This design comes from an exercise in tuning for small area on the open sky130 flow, not from production work. In this exercise RTL edits were held to simulation tests only and were not proved equivalent to the original. Power figures rest on the tool's default switching activity, not on a simulated workload.

==> flow/config.mk <==
export PLATFORM = sky130hd
export DESIGN_NAME = slpc
export DESIGN_NICKNAME = slpc
export VERILOG_FILES = /design/flow/design.v
export SDC_FILE = /design/flow/constraint.sdc
export NUM_CORES = 4
export LEC_CHECK = 0
export CAP_MARGIN = 20
export CORE_MARGIN = 2
export CORE_UTILIZATION = 55
export GPL_TIMING_DRIVEN = 0
export SLEW_MARGIN = 20
export SYNTH_HIERARCHICAL = 1
export SYNTH_MINIMUM_KEEP_SIZE = 0
export BUFFER_PORTS_ARGS = -buffer_cell sky130_fd_sc_hd__buf_1
export CTS_ARGS = -sink_clustering_enable -repair_clock_nets -dont_use_dummy_load -buf_list sky130_fd_sc_hd__clkbuf_8 -sink_clustering_size 16 -sink_clustering_max_diameter 60
export REMOVE_ABC_BUFFERS = 1
==> flow/constraint.sdc <==
create_clock -name core_clock -period 10.0 [get_ports {clk}]
set_input_delay 2.0000 -clock core_clock [delete_from_list [all_inputs] [get_ports {clk}]]
set_output_delay 2.0000 -clock core_clock [all_outputs]
set_load 0.01 [all_outputs]
==> flow/design.v <==
module slpc_aoi222 (
    input  wire a1, a2, b1, b2, c1, c2,
    output wire y
);
    assign y = ~((a1 & a2) | (b1 & b2) | (c1 & c2));
endmodule
module slpc_oai22 (
    input  wire a1, a2, b1, b2,
    output wire y
);
    assign y = ~((a1 | a2) & (b1 | b2));
endmodule
module slpc_ha (
    input  wire a, b,
    output wire s, c
);
    assign s = a ^ b;
    assign c = a & b;
endmodule
module slpc (
    input  wire        clk,
    input  wire        rst_n,
    input  wire        bus_sel,
    input  wire        bus_we,
    input  wire [8:0]  bus_addr,
    input  wire [31:0] bus_wdata,
    output wire [31:0] bus_rdata,
    input  wire        line_i,
    output wire        line_o
);
    localparam [31:0] SYNC_MARK_US   = 32'd2400;
    localparam [31:0] ONE_MARK_US    = 32'd1200;
    localparam [31:0] ZERO_MARK_US   = 32'd600;
    localparam [31:0] DELIM_US       = 32'd600;
    localparam [31:0] WORD_GAP_US    = 32'd30000;
    localparam [31:0] LINE_READY_US  = 32'd1000;
    localparam [31:0] IDLE_POLL_US   = 32'd10;
    localparam [31:0] IDLE_TOTAL_US  = 32'd20000;
    localparam [31:0] RX_PULSE_TO_US = 32'd55000;
    localparam [31:0] RX_TIMEOUT_US  = 32'd60000;
    localparam [15:0] SYNC_LO = 16'd2000, SYNC_HI = 16'd2880;
    localparam [15:0] ONE_LO  = 16'd1000, ONE_HI  = 16'd1440;
    localparam [15:0] ZERO_LO = 16'd500,  ZERO_HI = 16'd720;
    localparam [15:0] M_SYNC  = SYNC_MARK_US[15:0] - 16'd1;
    localparam [15:0] M_ONE   = ONE_MARK_US[15:0] - 16'd1;
    localparam [15:0] M_ZERO  = ZERO_MARK_US[15:0] - 16'd1;
    localparam [15:0] M_DELIM = DELIM_US[15:0] - 16'd1;
    localparam [15:0] M_TOTAL = IDLE_TOTAL_US[15:0];
    localparam [15:0] M_GAP   = WORD_GAP_US[15:0] - 16'd1;
    localparam [15:0] M_RXTO  = RX_TIMEOUT_US[15:0] - 16'd1;
    localparam [15:0] M_WIN   = RX_PULSE_TO_US[15:0] - 16'd1;
    localparam [9:0]  M_READY = LINE_READY_US[9:0] - 10'd1;
    localparam [2:0] OP_NOP = 3'h0, OP_WAIT_IDLE = 3'h1, OP_TX_SYNC = 3'h2,
                     OP_TX_BYTE = 3'h3, OP_TX_FRAME = 3'h4, OP_SEND = 3'h5,
                     OP_RECEIVE = 3'h6;
    localparam [2:0] PH_NONE = 3'd0, PH_IDLE = 3'd1, PH_TX = 3'd2,
                     PH_PAD = 3'd3, PH_RX = 3'd4;
    localparam [1:0] RX_WAITSYNC = 2'd0, RX_ACCUM = 2'd1, RX_DONE = 2'd2;
    localparam [1:0] SUB_WAIT_LOW = 2'd0, SUB_WAIT_EDGE = 2'd1, SUB_IN_PULSE = 2'd2;
    localparam [2:0] CL_NONE = 3'd0, CL_SYNC = 3'd1, CL_ONE = 3'd2,
                     CL_ZERO = 3'd3, CL_NOISE = 3'd4;
    reg          presc;
    reg          sync1, sync2;
    reg          drive_a;
    reg  [2:0]   cur_op;                   
    reg  [2:0]   phase;
    reg          line_st;
    reg          done, rx_timeout, idle_timeout, pad_early;
    reg          err_busy, err_op, err_len;
    reg  [31:0]  idle_cnt;
    reg          idle_ge;                  
    reg  [7:0]   argl;                     
    reg  [15:0]  tmr;
    reg  [15:0]  sub;
    reg  [1:0]   ms;
    reg  [15:0]  wp;
    reg  [4:0]   rx_count;
    reg  [1:0]   rx_state;
    reg  [2:0]   rx_bitidx;
    reg  [7:1]   rx_acc;                   
    reg  [15:0]  last_width;
    reg  [2:0]   last_class;
    reg  [7:0]   txq [0:31];               
    reg  [7:0]   rxq [0:15];               
    reg  [3:0]   rot_hi;                   
    reg          tx_bitval;                
    wire         tx_in_sync = ms[1];
    wire         tx_mark    = ms[0];
    wire [1:0]   rx_sub     = ms;
    wire [7:0]   tx_pos     = wp[7:0];
    wire [15:0]  rx_width   = wp;
    wire [7:0]   arg_l      = argl;
    wire [4:0]   len_l      = argl[4:0];
    wire         busy = |cur_op;
    wire         tick = presc;
    wire         l_a  = ~sync2;
    assign line_o = ~(rst_n & drive_a);
    wire ph_idle = (phase == PH_IDLE);
    wire ph_tx   = (phase == PH_TX);
    wire ph_pad  = (phase == PH_PAD);
    wire ph_rx   = (phase == PH_RX);
    wire op_send = (cur_op == OP_SEND);
    wire [31:0] idle_sum;
    wire [32:0] idle_c;
    wire [15:0] tmr_sum, sub_sum, width_sum;
    wire [16:0] tmr_c, sub_c, width_c;
    wire        w_inc;
    wire        tx_inc;
    assign idle_c[0]  = tick;
    assign tmr_c[0]   = tick;
    assign sub_c[0]   = tick;
    assign width_c[0] = w_inc | tx_inc;
    genvar gc;
    generate
        for (gc = 0; gc < 32; gc = gc + 1) begin : g_idle_inc
            slpc_ha u_ha (.a(idle_cnt[gc]), .b(idle_c[gc]), .s(idle_sum[gc]), .c(idle_c[gc + 1]));
        end
        for (gc = 0; gc < 16; gc = gc + 1) begin : g_inc
            slpc_ha u_tmr   (.a(tmr[gc]),      .b(tmr_c[gc]),   .s(tmr_sum[gc]),   .c(tmr_c[gc + 1]));
            slpc_ha u_sub   (.a(sub[gc]),      .b(sub_c[gc]),   .s(sub_sum[gc]),   .c(sub_c[gc + 1]));
            slpc_ha u_width (.a(wp[gc]),       .b(width_c[gc]), .s(width_sum[gc]), .c(width_c[gc + 1]));
        end
    endgenerate
    wire        idle_sat = idle_c[32];     
    wire        idle_now = ~l_a & (idle_ge | (idle_cnt[9:0] == M_READY));
    wire        poll0      = (sub[3:0] == 4'd0);
    wire        poll9      = sub[3] & sub[0];
    wire        idle_total = (tmr & M_TOTAL) == M_TOTAL;
    wire        idle_end   = poll0 & (idle_now | idle_total);
    wire        idle_to    = poll0 & ~idle_now & idle_total;
    wire        gap_filled = (tmr >= M_GAP);
    wire        rx_to      = (tmr & M_RXTO) == M_RXTO;
    wire        win_to     = (sub & M_WIN) == M_WIN;
    wire [4:0]  tx_byte = tx_pos[7:3];
    wire [2:0]  tx_bit  = ~tx_pos[2:0];
    wire        op_byte = (cur_op == OP_TX_BYTE);
    wire [4:0]  rot     = {rot_hi, presc};
    wire        tx_cur  = op_byte ? arg_l[tx_bit] : tx_bitval;
    wire        seg_sync  = (sub & M_SYNC)  == M_SYNC;
    wire        seg_one   = (sub & M_ONE)   == M_ONE;
    wire        seg_zero  = (sub & M_ZERO)  == M_ZERO;
    wire        seg_delim = (sub & M_DELIM) == M_DELIM;
    wire        tx_seg_end = !tx_mark ? seg_delim :
                             tx_in_sync ? seg_sync :
                             tx_cur ? seg_one : seg_zero;
    wire        tx_last_pos = (tx_pos[2:0] == 3'd7) &&
                              (op_byte ? (tx_byte == 5'd0) : (tx_byte + 5'd1 == len_l));
    wire        tx_last  = tx_seg_end && !tx_mark &&
                           (tx_in_sync ? (cur_op == OP_TX_SYNC) : tx_last_pos);
    wire        send_end = gap_filled || l_a;
    wire        pad_end = poll9 && (gap_filled || l_a);
    wire        rx_deliver = (rx_sub == SUB_IN_PULSE) && !l_a;
    function [2:0] classify(input [15:0] w);
        if (w >= SYNC_LO && w <= SYNC_HI)       classify = CL_SYNC;
        else if (w >= ONE_LO && w <= ONE_HI)    classify = CL_ONE;
        else if (w >= ZERO_LO && w <= ZERO_HI)  classify = CL_ZERO;
        else                                    classify = CL_NOISE;
    endfunction
    wire [2:0]  rx_class     = classify(rx_width);
    wire        rx_bit       = (rx_class == CL_ONE);
    wire        rx_accum     = rx_deliver && (rx_state == RX_ACCUM);
    wire        rx_byte_done = rx_accum && (rx_bitidx == 3'd7);
    wire        rx_to_done   = rx_byte_done && (rx_count + 5'd1 == len_l);
    wire        rx_end       = (rx_state == RX_DONE) || rx_to_done || rx_to;
    reg fin_ph;
    always @* begin
        case (phase)
            PH_IDLE: fin_ph = idle_end && (cur_op == OP_WAIT_IDLE);
            PH_TX:   fin_ph = tx_last && (!op_send || send_end);
            PH_PAD:  fin_ph = pad_end;
            PH_RX:   fin_ph = rx_end;
            default: fin_ph = 1'b0;
        endcase
    end
    wire fin_tick  = tick && fin_ph;
    wire busy_post = busy && !fin_tick;
    wire tx_start  = tick && ph_idle && idle_end && op_send;
    wire [6:0]  waddr    = bus_addr[8:2];
    wire        wr       = bus_sel && bus_we;
    wire        wr_cmd   = wr && (waddr == 7'h00);
    wire        wr_stat  = wr && (waddr == 7'h01);
    wire        wr_txbuf = wr && (waddr[6:5] == 2'b10);
    wire [3:0]  c_op  = bus_wdata[3:0];
    wire [7:0]  c_arg = bus_wdata[15:8];
    wire [5:0]  c_len = bus_wdata[21:16];
    reg         c_len_ok;
    always @* begin
        case (c_op)
            4'h4:    c_len_ok = (c_len >= 6'd1) && (c_len <= 6'd32);
            4'h5:    c_len_ok = (c_len >= 6'd2) && (c_len <= 6'd4);
            4'h6:    c_len_ok = (c_len <= 6'd16);
            default: c_len_ok = 1'b1;
        endcase
    end
    wire        c_valid  = (c_op != 4'h0);
    wire        c_accept = wr_cmd && c_valid && !busy_post && (c_op < 4'h7) && c_len_ok;
    wire        rx_clr   = c_accept && (c_op == 4'h6);
    wire        txbuf_locked = busy_post && (cur_op == OP_TX_FRAME || op_send);
    genvar gi, gb;
    wire [4:0]  tx_slot = waddr[4:0] - rot;          
    wire        tx_we   = wr_txbuf && !txbuf_locked;
    wire [7:0]  tx_wd   = bus_wdata[7:0] & {8{rst_n}};
    generate
        for (gi = 0; gi < 32; gi = gi + 1) begin : g_tx
            wire       en = !rst_n || (tx_we && (tx_slot == ((gi + 1) % 32)));
            wire [7:0] wx = (gi % 2 == 0) ? ~tx_wd : tx_wd;
            wire [7:0] d;
            for (gb = 0; gb < 8; gb = gb + 1) begin : g_b
                slpc_oai22 u_st (.a1(txq[(gi + 1) % 32][gb]), .a2(en),
                                 .b1(wx[gb]), .b2(!en), .y(d[gb]));
            end
            always @(posedge clk) txq[gi] <= d;
        end
    endgenerate
    always @(posedge clk) begin
        if (!rst_n) rot_hi <= 4'd0;
        else        rot_hi <= rot_hi + {3'd0, presc};
        if (rot == tx_byte) tx_bitval <= txq[0][tx_bit];
    end
    wire        presc_nx = rst_n && !presc;
    wire        rx_we    = tick && ph_rx && rx_byte_done;
    wire        rx_zero  = !rst_n || rx_clr;
    wire [7:0]  rx_wd    = {rx_acc[7:1], rx_bit} & {8{!rx_zero}};
    wire [7:0]  rx_wx    = ~(rx_wd ^ {8{presc_nx}});
    generate
        for (gi = 0; gi < 16; gi = gi + 1) begin : g_rx
            wire       en = rx_zero || (rx_we && rx_count[3:0] == gi);
            wire [7:0] d;
            for (gb = 0; gb < 8; gb = gb + 1) begin : g_b
                slpc_oai22 u_st (.a1(rxq[gi][gb]), .a2(en),
                                 .b1(rx_wx[gb]), .b2(!en), .y(d[gb]));
            end
            always @(posedge clk) rxq[gi] <= d;
        end
    endgenerate
    wire tmr_clr = c_accept || tx_start;
    wire sub_clr = c_accept ||
                   (tick && (((ph_idle || ph_pad) && poll9) || tx_start ||
                             (ph_tx && tx_seg_end) ||
                             (ph_rx && (rx_deliver || win_to))));
    wire w_start = tick && ph_rx && (rx_sub == SUB_WAIT_EDGE) && l_a;
    wire tx_go   = c_accept && (c_op == 4'h2 || c_op == 4'h3 || c_op == 4'h4);
    wire wp_clr  = tx_go || tx_start;
    assign tx_inc = tick && ph_tx && tx_seg_end && !tx_mark && !tx_in_sync;
    assign w_inc = tick && ph_rx && (rx_sub == SUB_IN_PULSE) && l_a;
    always @(posedge clk) begin
        tmr      <= tmr_clr ? 16'd0 : tmr_sum;
        sub      <= sub_clr ? 16'd0 : sub_sum;
        if (wp_clr)       wp <= 16'd0;
        else if (w_start) wp <= 16'd1;
        else              wp <= width_sum;
        if (!rst_n || (tick && l_a)) idle_cnt <= 32'd0;
        else                         idle_cnt <= idle_sum | {32{idle_sat}};
    end
    always @(posedge clk) begin
        if (!rst_n) begin
            presc        <= 1'b0;
            sync1        <= 1'b1;
            sync2        <= 1'b1;
            drive_a      <= 1'b0;
            line_st      <= 1'b0;
            cur_op       <= OP_NOP;
            done         <= 1'b0;
            rx_timeout   <= 1'b0;
            idle_timeout <= 1'b0;
            pad_early    <= 1'b0;
            phase        <= PH_NONE;
            err_busy     <= 1'b0;
            err_op       <= 1'b0;
            err_len      <= 1'b0;
            idle_ge      <= 1'b0;
            rx_count     <= 5'd0;
            rx_state     <= RX_WAITSYNC;
            rx_bitidx    <= 3'd0;
            rx_acc       <= 7'd0;
            last_width   <= 16'd0;
            last_class   <= CL_NONE;
        end else begin
            sync1 <= line_i;
            sync2 <= sync1;
            presc <= ~presc;
            if (tick) begin
                line_st  <= l_a;
                idle_ge  <= idle_now;
                drive_a  <= ph_tx && tx_mark;
                case (phase)
                    PH_IDLE: begin
                        if (idle_end) begin
                            if (idle_to) idle_timeout <= 1'b1;
                            if (op_send) begin
                                phase      <= PH_TX;
                                ms         <= 2'b11;
                            end
                        end
                    end
                    PH_TX: begin
                        if (tx_seg_end) begin
                            if (tx_mark) ms <= {tx_in_sync, 1'b0};
                            else         ms <= 2'b01;
                        end
                        if (tx_last && op_send) begin
                            if (!gap_filled && l_a) pad_early <= 1'b1;
                            if (!send_end) phase <= PH_PAD;
                        end
                    end
                    PH_PAD: begin
                        if (poll9 && !gap_filled && l_a) pad_early <= 1'b1;
                    end
                    PH_RX: begin
                        case (rx_sub)
                            SUB_WAIT_LOW:  if (!l_a) ms <= SUB_WAIT_EDGE;
                            SUB_WAIT_EDGE: if (l_a)  ms <= SUB_IN_PULSE;
                            default:       if (!l_a) ms <= SUB_WAIT_EDGE;
                        endcase
                        if (rx_deliver) begin
                            last_width <= rx_width;
                            last_class <= rx_class;
                            if (rx_state == RX_WAITSYNC) begin
                                if (rx_class == CL_SYNC) rx_state <= RX_ACCUM;
                            end else if (rx_state == RX_ACCUM) begin
                                rx_bitidx <= rx_bitidx + 3'd1;
                                if (rx_bitidx == 3'd7) begin
                                    rx_count <= rx_count + 5'd1;
                                    rx_acc   <= 7'd0;
                                    if (rx_to_done) rx_state <= RX_DONE;
                                end else begin
                                    rx_acc[~rx_bitidx] <= rx_bit;
                                end
                            end
                        end else if (win_to) begin
                            ms <= l_a ? SUB_WAIT_LOW : SUB_WAIT_EDGE;
                        end
                        if (!(rx_state == RX_DONE || rx_to_done) && rx_to)
                            rx_timeout <= 1'b1;
                    end
                    default: ;
                endcase
                if (fin_ph) begin
                    cur_op <= OP_NOP;
                    phase  <= PH_NONE;
                    done   <= 1'b1;
                end
            end
            if (wr_cmd && c_valid) begin
                if (busy_post)            err_busy <= 1'b1;
                else if (c_op >= 4'h7)    err_op   <= 1'b1;
                else if (!c_len_ok)       err_len  <= 1'b1;
            end
            if (c_accept) begin
                cur_op       <= c_op[2:0];
                done         <= 1'b0;
                rx_timeout   <= 1'b0;
                idle_timeout <= 1'b0;
                pad_early    <= 1'b0;
                argl         <= (c_op == 4'h3) ? c_arg : {3'd0, c_len[4:0]};
                case (c_op)
                    4'h1, 4'h5: phase <= PH_IDLE;
                    4'h2, 4'h3, 4'h4: begin
                        phase <= PH_TX;
                        ms    <= {(c_op != 4'h3), 1'b1};
                    end
                    default: begin  
                        phase      <= PH_RX;
                        rx_count   <= 5'd0;
                        rx_bitidx  <= 3'd0;
                        rx_acc     <= 7'd0;
                        rx_state   <= (c_len == 6'd0) ? RX_DONE : RX_WAITSYNC;
                        ms         <= SUB_WAIT_LOW;
                        last_width <= 16'd0;
                        last_class <= CL_NONE;
                    end
                endcase
            end
            if (wr_stat) begin
                if (bus_wdata[16]) err_busy <= 1'b0;
                if (bus_wdata[17]) err_op   <= 1'b0;
                if (bus_wdata[18]) err_len  <= 1'b0;
            end
            if (wr_txbuf && txbuf_locked) err_busy <= 1'b1;
        end
    end
    wire        rd    = bus_sel && !bus_we;
    wire        rd_tx = rd && (waddr[6:5] == 2'b10);
    wire        rd_rx = rd && (waddr[6:4] == 3'b110);
    wire [31:0] status = {13'd0, err_len, err_op, err_busy, 1'b0, phase,
                          pad_early, idle_timeout, rx_timeout, done,
                          1'b0, cur_op, 1'b0, idle_ge, line_st, busy};
    wire [31:0] rxstat = {8'd0, rx_acc, 1'b0, 1'b0, rx_bitidx, 2'd0, rx_state,
                          3'd0, rx_count};
    wire [31:0] rxpulse = {13'd0, last_class, last_width};
    wire [19:0] te_s;
    wire [7:0]  te_d [0:19];
    wire [15:0] to_s;
    wire [7:0]  to_d [0:15];
    wire [15:0] tr_s;
    wire [7:0]  tr_d [0:15];
    generate
        for (gi = 0; gi < 16; gi = gi + 1) begin : g_rs
            assign te_s[gi] = rd_tx && (tx_slot == 2 * gi);
            assign te_d[gi] = txq[2 * gi];
            assign to_s[gi] = rd_tx && (tx_slot == 2 * gi + 1);
            assign to_d[gi] = txq[2 * gi + 1];
            assign tr_s[gi] = rd_rx && (waddr[3:0] == gi);
            assign tr_d[gi] = rxq[gi];
        end
    endgenerate
    assign te_s[16] = rd && (waddr == 7'h01);  assign te_d[16] = status[7:0];
    assign te_s[17] = rd && (waddr == 7'h02);  assign te_d[17] = rxstat[7:0];
    assign te_s[18] = rd && (waddr == 7'h03);  assign te_d[18] = idle_cnt[7:0];
    assign te_s[19] = rd && (waddr == 7'h12);  assign te_d[19] = rxpulse[7:0];
    wire [7:0]  rd_lo;
    generate
        for (gb = 0; gb < 8; gb = gb + 1) begin : g_rb
            wire [5:0] ye;
            wire [5:0] yo;
            wire [5:0] yr;
            for (gi = 0; gi < 5; gi = gi + 1) begin : g_a
                slpc_aoi222 u_e (
                    .a1(te_d[3*gi][gb]),     .a2(te_s[3*gi]),
                    .b1(te_d[3*gi + 1][gb]), .b2(te_s[3*gi + 1]),
                    .c1(te_d[3*gi + 2][gb]), .c2(te_s[3*gi + 2]),
                    .y(ye[gi]));
                slpc_aoi222 u_o (
                    .a1(to_d[3*gi][gb]),     .a2(to_s[3*gi]),
                    .b1(to_d[3*gi + 1][gb]), .b2(to_s[3*gi + 1]),
                    .c1(to_d[3*gi + 2][gb]), .c2(to_s[3*gi + 2]),
                    .y(yo[gi]));
                slpc_aoi222 u_r (
                    .a1(tr_d[3*gi][gb]),     .a2(tr_s[3*gi]),
                    .b1(tr_d[3*gi + 1][gb]), .b2(tr_s[3*gi + 1]),
                    .c1(tr_d[3*gi + 2][gb]), .c2(tr_s[3*gi + 2]),
                    .y(yr[gi]));
            end
            slpc_aoi222 u_e5 (
                .a1(te_d[15][gb]), .a2(te_s[15]),
                .b1(te_d[16][gb]), .b2(te_s[16]),
                .c1(te_d[17][gb]), .c2(te_s[17]),
                .y(ye[5]));
            wire ye6 = ~((te_d[18][gb] & te_s[18]) | (te_d[19][gb] & te_s[19]));
            assign yo[5] = ~(to_d[15][gb] & to_s[15]);
            assign yr[5] = ~(tr_d[15][gb] & tr_s[15]);
            wire e_or = ~(&ye) | ~ye6;
            wire o_or = ~(&yo);
            wire r_or = ~(&yr);
            assign rd_lo[gb] = e_or | (rd_tx && tx_slot[0] && !o_or) |
                               (rd_rx && (r_or ^ presc));
        end
    endgenerate
    reg [31:0] rd_rest;
    always @* begin
        rd_rest = 32'd0;
        if (rd) begin
            case (waddr)
                7'h01: rd_rest = {status[31:8], 8'd0};
                7'h02: rd_rest = {rxstat[31:8], 8'd0};
                7'h03: rd_rest = {idle_cnt[31:8], 8'd0};
                7'h04: rd_rest = SYNC_MARK_US;
                7'h05: rd_rest = ONE_MARK_US;
                7'h06: rd_rest = ZERO_MARK_US;
                7'h07: rd_rest = DELIM_US;
                7'h08: rd_rest = WORD_GAP_US;
                7'h09: rd_rest = LINE_READY_US;
                7'h0A: rd_rest = IDLE_POLL_US;
                7'h0B: rd_rest = IDLE_TOTAL_US;
                7'h0C: rd_rest = RX_PULSE_TO_US;
                7'h0D: rd_rest = RX_TIMEOUT_US;
                7'h0E: rd_rest = {SYNC_HI, SYNC_LO};
                7'h0F: rd_rest = {ONE_HI, ONE_LO};
                7'h10: rd_rest = {ZERO_HI, ZERO_LO};
                7'h12: rd_rest = {rxpulse[31:8], 8'd0};
                default: rd_rest = 32'd0;
            endcase
        end
    end
    assign bus_rdata = rd_rest | {24'd0, rd_lo};
endmodule
==> flow/flow/run.sh <==
#!/bin/bash
# The standard ORFS layout (the standard.sh, standard synthesis unchanged) with
# layout options: input/output port buffers use sky130_fd_sc_hd__buf_1, the clock
# tree is built without dummy loads and with larger sink clusters, and the buffers
# that synthesis inserted are removed at floorplan (repair_design re-buffers as needed).
# ORFS writes each step's full log under orfs/logs/; make's own output goes to
# standard.log in this folder.
set -e
cat >> config.mk <<'EOF'
export BUFFER_PORTS_ARGS = -buffer_cell sky130_fd_sc_hd__buf_1
export CTS_ARGS = -sink_clustering_enable -repair_clock_nets -dont_use_dummy_load -buf_list sky130_fd_sc_hd__clkbuf_8 -sink_clustering_size 16 -sink_clustering_max_diameter 60
export REMOVE_ABC_BUFFERS = 1
EOF
bash standard.sh > standard.log 2>&1
==> flow/standard.sh <==
#!/bin/bash
# synth_recipe.tcl (not shown) runs the flow's synth.tcl, then flattens the netlist and writes it again
# the make line also repeats each setting of config.mk as NAME=value (left out here)
make -C /OpenROAD-flow-scripts/flow DESIGN_CONFIG=/design/flow/config.mk WORK_HOME=/design/flow/orfs CLKGATE_MAP_FILE= SYNTH_SCRIPT=/design/flow/synth_recipe.tcl "${@:-finish}"
==> notes.md <==
CP delay by family, top compound AO/OA/AOI/OAI gates; clk_skew 0.1109 ns; Fmax 103.4 MHz; count of cell types in the netlist 89; post-route antenna net violation count 0; EDFF count, synth 11; Multi-input gate area 10850 µm²; FF+latch area 10800 µm²; Worst-path clk slew 0.10 ns; Max clock buf depth 3; worst path cell trace buf_1 -> clkinv_1 -> ha_1 -> inv_1 -> fa_1 -> a21o_1 -> a21oi_1 -> xnor2_1 -> inv_1 -> nand2_1 -> nor2_1 -> a222oi_1 -> and4_1 -> nand3_1 -> a221oi_1 -> o21ai_0 -> a211o_1 -> buf_1; Final Non-Filler Cells 2823; # diodes 0; Yosys warning count 11; Area Growth Syn to Fin 6.025%; Pwr Density 167.5 nW/µm²; placer congestion estimate 0.9972; Post-Syn Instances 2260; RSZ-0062 raised after global routing false; asr flop ratio synth 0; Final nets 2449; drt total wl 75290 µm; # setup viols final 0; io pins 79; FILL cells 3562; max_cap viols 0; Starting Density 0.5582; IO Port Bufs 66; crit path max fanout 18; global route overflow 0; post-cts gate resize count 0; critical path's slowest cell a222oi_1; residual DRC count 0; Syn Std Cell Area 22180 µm²; fin util 0.5918; Root Buffer clkbuf_8; Design Area, Final 23510 µm²; drt pass-1 iters 14; global-route wire length before repair 112800 µm; Num CTS Buffers 44; post-synthesis sequential area ratio 0.4870; die height 204.8 µm; ys flop type dfxtp_1; Crit path arrival time 7.67 ns; Die Wd 204.8 µm; Hold-fix buffers, CTS 0; worst-margin pin slew 1.141 ns; H-tree lvl count 2; post-synthesis sequential element count 534; drt wl/cell 26.67 µm; largest net degree at the start of global routing 43; DP Cell Count 2778; vias in the first global route 18.97k; hpwl dp 53640 µm; CTS tree yes; status complete, no violations; Tcrit/Tclk final 0.9667; 1st-iter DRT viols 2930; Synth top area share 0.4721; startpoint types input pin; type of the worst setup path in2out; Syn Area/Cell 9.813 µm²; Setup TNS 0 ns; most frequent cells after synthesis dfxtp_1, o22ai_1, nor2_1; antenna violations before repair 1; top post-synthesis cells by area dfxtp_1, o22ai_1, a222oi_1; Crit. End Element output port; Final Hold Fails 0; gr usage total 0.3522; worst-skew pair later-pin latency 0.68 ns; Max stage delay on crit path 0.80 ns; Max Slew Vio Count 0; Hold WC Path Type reg2reg; Max IR drop VDD 136.9 µV; core area 39730 µm²; post-layout min period 9.667 ns; vias per cell 7.015; Clock Sinks 534; Worst Path Required 8.00 ns; die area 41950 µm²; count leader, synth dfxtp_1; Tot Pwr 3.940 mW; Slew HR 0.2388; postcts setup bufs 0; CP bufs+invs 5; Site Rows 73; share of layout cells above drive strength 1 0.04352; Leak 8.987 nW; leading area contributor after synthesis dfxtp_1; Vias 19.80k; post-place instance area 22890 µm²
kinds of logic after synthesis:
group | count (synthesis) | share of synthesized area
simple gates | 582 | 0.1309
compound gates | 813 | 0.2592
fa+ha+maj | 103 | 0.05845
mux | 44 | 0.02257
other cells | 1 | 0.0001691
xor+xnor | 39 | 0.01540
flops | 534 | 0.4870
buf+inv | 144 | 0.02623
per-module statistics from Yosys, one instance, submodules excluded:
module	flip-flops and latches	area (µm²)	times used
slpc_aoi222	0	10.01	128
slpc	534	17490	1
slpc_ha	0	12.51	80
slpc_oai22	0	6.256	384
worst reg2reg max path: cells and delay by family, from the launching register on:
family | cells | cell delay, ns
simple gates | 2 | 0.26
fa+ha+maj | 32 | 6.23
flops | 1 | 0.48
per-stage QoR:
step	setup slack, ns	hold WS (ns)
2_1_floorplan	3.051	0.3863
3_3_place_gp	0.6366	0.3903
3_5_place_dp	0.5215	0.4018
4_1_cts	0.5157	0.4162
5_1_grt	0.1831	0.4297
6_report	0.3327	0.4092
path summary, 6_finish.rpt:
check	slack (ns)	start	endpoint	cells after the start
setup / recovery	0.33	bus_addr[2]	bus_rdata[6]	18
hold / removal	0.41	sync1	sync2	1
setup reg to reg	2.94	presc	idle_cnt[10]	34
hold reg to reg	0.41	sync1	sync2	1
registers in the layout (all words and copies together) (netlist names), 2 cells and up:
name and flops:
rx_state 2, rx_bitidx 3, idle_cnt 32, phase 3
rx_acc 7, sub 16, rot_hi 4, ms 2
txq 256, rxq 128, last_width 16, tmr 16
argl 8, last_class 3, cur_op 3, rx_count 5
wp 16
power by group:
part / leakage (nW) / switching, mW / total, mW / internal, mW
sequential: 4.45 / 0.128 / 2.45 / 2.32
combinational: 4.22 / 0.261 / 0.408 / 0.147
clock: 0.316 / 0.685 / 1.08 / 0.394
routing by layer:
metal,up-vias,track usage,share of wire
li1,8947,-,-
met1,9605,0.4460,0.40
met2,1008,0.5693,0.46
met3,244,0.07127,0.086
met4,0,0.1801,0.053
met5,-,0,0
placed cells by master (no fill, tap or decap), types with 8 or more instances in the layout:
cell type	Yosys	routed
dfxtp_1	523	522
o21ai_1	33	34
nand3_1	56	56
nor4_1	8	8
mux2i_1	32	32
a31oi_1	13	12
a2111oi_0	8	8
inv_1	58	58
a222oi_1	131	131
nand2_1	91	90
and4_1	8	8
nand2b_1	18	18
a211oi_1	8	8
a22oi_1	16	16
buf_1	11	64
and3_1	16	16
nand4_1	16	16
nor3_1	26	23
ha_1	102	101
nor2b_1	14	14
and2_1	61	61
clkbuf_8	0	44
edfxtp_1	11	11
a21o_1	18	18
or4_1	11	11
o21a_1	26	26
xor2_1	12	12
xnor2_1	27	27
nor2_1	215	215
o21ai_0	29	28
o22ai_1	387	387
a21oi_1	70	70
a211o_1	8	8
mux2_2	8	8
a221oi_1	12	12
cell type report:
cell class,instances,area share
Timing Repair Buffer,75,0.01623
Inverter,59,0.009418
Multi-Input combinational cell,1586,0.4613
Sequential cell,534,0.4594
Tap cell,525,0.02794
Clock buffer,44,0.02575

port drivers added, routing unchanged:
The flow's constraints put no driver on any port. The routed layout listed below was extracted and timed again, unchanged, in two steps. Step 1, drivers: a clkbuf_16 drives clk and a buf_2 each remaining input, both assumed. Step 2 adds t to the input delays and takes it off the output delays; t is the mean of the earliest and latest rising clock arrival at the registers after step 1. Input paths then give back, and output paths get back, about the clock's delay inside the block. a / b / c = ideal ports / drivers / drivers and shift; a / b = the first two.
t (ns): 0.678
slack for setup (ns): 0.333 / 0.279 / 0.279
hold WS [ns]: 0.409 / 0.409 / 0.409
pins driven straight from the clock port: 1
After both steps this run still meets setup and hold. The setup slack of this run moves by -0.054 ns with the drivers and by -0.054 ns with both steps.
